Context: an optimization exercise on an open-source flow, tuned for small area. The choices shown serve that exercise and are no tape-out recipe.
Function was checked by simulation only, so behaviour that the tests miss may differ from the original.
Power figures rest on the tool's default switching activity, not on a simulated workload.

Design ada_rx, start of the top module:
module ada_rx (
    input  wire        clk,
    input  wire        rst,         
    input  wire        in_valid,
    input  wire [7:0]  in_data,
    output wire        in_ready,
    output wire        out_valid,
    input  wire        out_ready,
    output wire [1:0]  out_kind,    
    output wire [31:0] out_data,
    output wire        out_last
);
Size in the first run: about 2,300 cells after synthesis, about 1,100 flip-flops, roughly 49 I/O pins, about 29,000 sq um of cells after synthesis.
clock: 14.0 ns
lec_check: 0
abc_area: 1
cap_margin: 20
core_margin: 2
core_utilization: 55
place_density: 0.65
slew_margin: 20
standard.sh (not shown) runs the stock make flow with config.mk's settings and CLKGATE_MAP_FILE= SYNTH_SCRIPT=/design/flow/synth_recipe.tcl, a recipe that flattens the netlist after the stock synthesis.
==> flow/flow/run.sh <==
#!/bin/bash
# The standard layout (standard.sh: ORFS synth .. finish, with the
# standard synthesis unchanged), with two changes made through ORFS's own
# variables:
#  - port buffers are buf_1 instead of the default choice;
#  - clock tree synthesis uses small sink clusters driven by clkbuf_4 and
#    no dummy loads, so the clock tree is smaller.
# ORFS's per-step logs stay under orfs/logs/; make's output goes to make.log.
set -euo pipefail
export BUFFER_PORTS_ARGS="-inputs -outputs -buffer_cell sky130_fd_sc_hd__buf_1"
export CTS_ARGS="-sink_clustering_enable -repair_clock_nets -dont_use_dummy_load -buf_list sky130_fd_sc_hd__clkbuf_4 -sink_clustering_size 9 -sink_clustering_max_diameter 40"
bash standard.sh > make.log 2>&1
Edit:
--- a/flow/design.v
+++ b/flow/design.v
@@ -56,15 +56,15 @@
     reg        o_last;
     wire [7:0] b = in_data;
     wire [4:0] tgt = i[4:0] + i[6:2];      
     wire       slot = (p == tgt);
     wire [7:0] i_inc = i + (rd ? 8'd4 : 8'd1);
     wire       i_end = (i_inc == plen);
     assign in_ready  = !o_busy && !rd &&
-                       (phase != READ_PAYLOAD || slot);
+                       (phase != READ_PAYLOAD || i == 8'd0 || slot);
     assign out_valid = o_busy;
     assign out_kind  = o_kind;
     assign out_data  = sr;
     assign out_last  = o_last;
     wire take = in_valid && in_ready;
     wire marker_hit = (mk == 2'd3) && (b == 8'h41);
     reg [1:0] mk_next;
@@ -367,15 +367,18 @@
     wire sel_hdr = take && ev && (ev_code == ERR_NONE);
     always @(posedge clk) begin
         if (ld_word || take)
             sr <= ({32{ld_word}} & {ring3[28], ring2[29], ring1[30], ring0[31]}) |
                   ({32{sel_crc}} & crc_next) |
                   ({32{sel_err}} & {29'd0, ev_code}) |
                   ({32{sel_hdr}} & {18'd0, plen[7:2], 4'd0, name_id});
-        p <= p + 5'd1;
+        if (wr && i == 8'd0)
+            p <= 5'd1;
+        else
+            p <= p + 5'd1;
         if (rst) begin
             phase  <= SEEK_MARKER;
             mk     <= 2'd0;
             o_busy <= 1'b0;
             rd     <= 1'b0;
             p      <= 5'd0;
         end else begin
After rerunning:
- The new run completed without violations
- flip-flop and latch count does not change
- setup slack loses 0.13 ns
- area after synthesis rises by 0.64%
- worst hold slack gains 0.026 ns
- clock-buffer cell count falls by 2
- maximum frequency falls by 2.0%
- routed wire length rises by 3.9%
- sequential power stays flat
- core utilization falls by 0.44 points
- first-iteration DRC count rises by 15%
- combinational power rises by 64%

--- another note on this design; it stands on its own ---

## ada_rx
module ada_rx (
    input  wire        clk,
    input  wire        rst,         
    input  wire        in_valid,
    input  wire [7:0]  in_data,
    output wire        in_ready,
    output wire        out_valid,
    input  wire        out_ready,
    output wire [1:0]  out_kind,    
    output wire [31:0] out_data,
    output wire        out_last
);
Size in the first run: about 1100 flip-flops, about 49 I/O pins.
export LEC_CHECK = 0
export ABC_AREA = 1
export CAP_MARGIN = 20
export CORE_MARGIN = 2
export CORE_UTILIZATION = 55
export PLACE_DENSITY = 0.65
export SLEW_MARGIN = 20
create_clock -name core_clock -period 14.0 [get_ports {clk}]
standard.sh (not shown) runs the stock make flow with config.mk's settings and CLKGATE_MAP_FILE= SYNTH_SCRIPT=/design/flow/synth_recipe.tcl, a recipe that flattens the netlist after the stock synthesis.
==> flow/flow/run.sh <==
#!/bin/bash
# The standard layout (standard.sh: ORFS synth .. finish, with the
# standard synthesis unchanged), with two changes made through ORFS's own
# variables:
#  - port buffers are buf_1 instead of the default choice;
#  - clock tree synthesis uses small sink clusters driven by clkbuf_4 and
#    no dummy loads, so the clock tree is smaller.
# ORFS's per-step logs stay under orfs/logs/; make's output goes to make.log.
set -euo pipefail
export BUFFER_PORTS_ARGS="-inputs -outputs -buffer_cell sky130_fd_sc_hd__buf_1"
export CTS_ARGS="-sink_clustering_enable -repair_clock_nets -dont_use_dummy_load -buf_list sky130_fd_sc_hd__clkbuf_4 -sink_clustering_size 9 -sink_clustering_max_diameter 40"
bash standard.sh > make.log 2>&1
Rerun with:
==> flow/flow/run.sh (replaced) <==
#!/bin/bash
# The standard layout (standard.sh: ORFS synth .. finish, with the
# standard synthesis unchanged), with two changes made through ORFS's own
# variables:
#  - port buffers are buf_1 instead of the default choice;
#  - clock tree synthesis uses small sink clusters driven by clkbuf_8 and
#    no dummy loads, so the clock tree is smaller.
# ORFS's per-step logs stay under orfs/logs/; make's output goes to make.log.
set -euo pipefail
export BUFFER_PORTS_ARGS="-inputs -outputs -buffer_cell sky130_fd_sc_hd__buf_1"
export CTS_ARGS="-sink_clustering_enable -repair_clock_nets -dont_use_dummy_load -buf_list sky130_fd_sc_hd__clkbuf_8 -sink_clustering_size 14 -sink_clustering_max_diameter 50"
bash standard.sh > make.log 2>&1
Settings changed: CORE_UTILIZATION 55 to 65, PLACE_DENSITY 0.65 to 0.72.
Final area stays flat.
Routed wire length rises by 8.8%.
Fmax fell by 4.6%.

[port drivers added, routing unchanged]
How much do the figures lean on ideal ports? The routed layouts below were timed once more, with nothing changed but the port constraints.
Step 1 sets driving cells, clkbuf_16 on the clock port and buf_2 on the other inputs (assumed; they add their load-dependent delay and slew).
Step 2 times the ports against the registers' clock, not the clock port: input delays grow and output delays shrink by t, the midpoint of the rising clock arrivals with the driver on.
Three values: no drivers, after step 1, after step 2; two values: the first two.
run | t, ns | setup slack, ns | worst setup path after step 2 | latest minus earliest clock arrival (ns)
the first run of note 1 | 0.965 | 7.394 / 7.337 / 6.817 | input to register | 0.132 / 0.132
the second run of note 1 | 0.986 | 7.261 / 7.204 / 7.109 | input to register | 0.118 / 0.118
the first run of note 2 | 0.921 | 6.274 / 6.273 / 5.352 | input to register | 0.139 / 0.140
the second run of note 2 | 0.708 | 5.898 / 5.914 / 5.206 | input to register | 0.104 / 0.105
After both steps setup and hold are still met in every run listed. The setup slack of the first run of note 2, which loses most, moves by -0.001 ns with the drivers and by -0.922 ns with both steps.
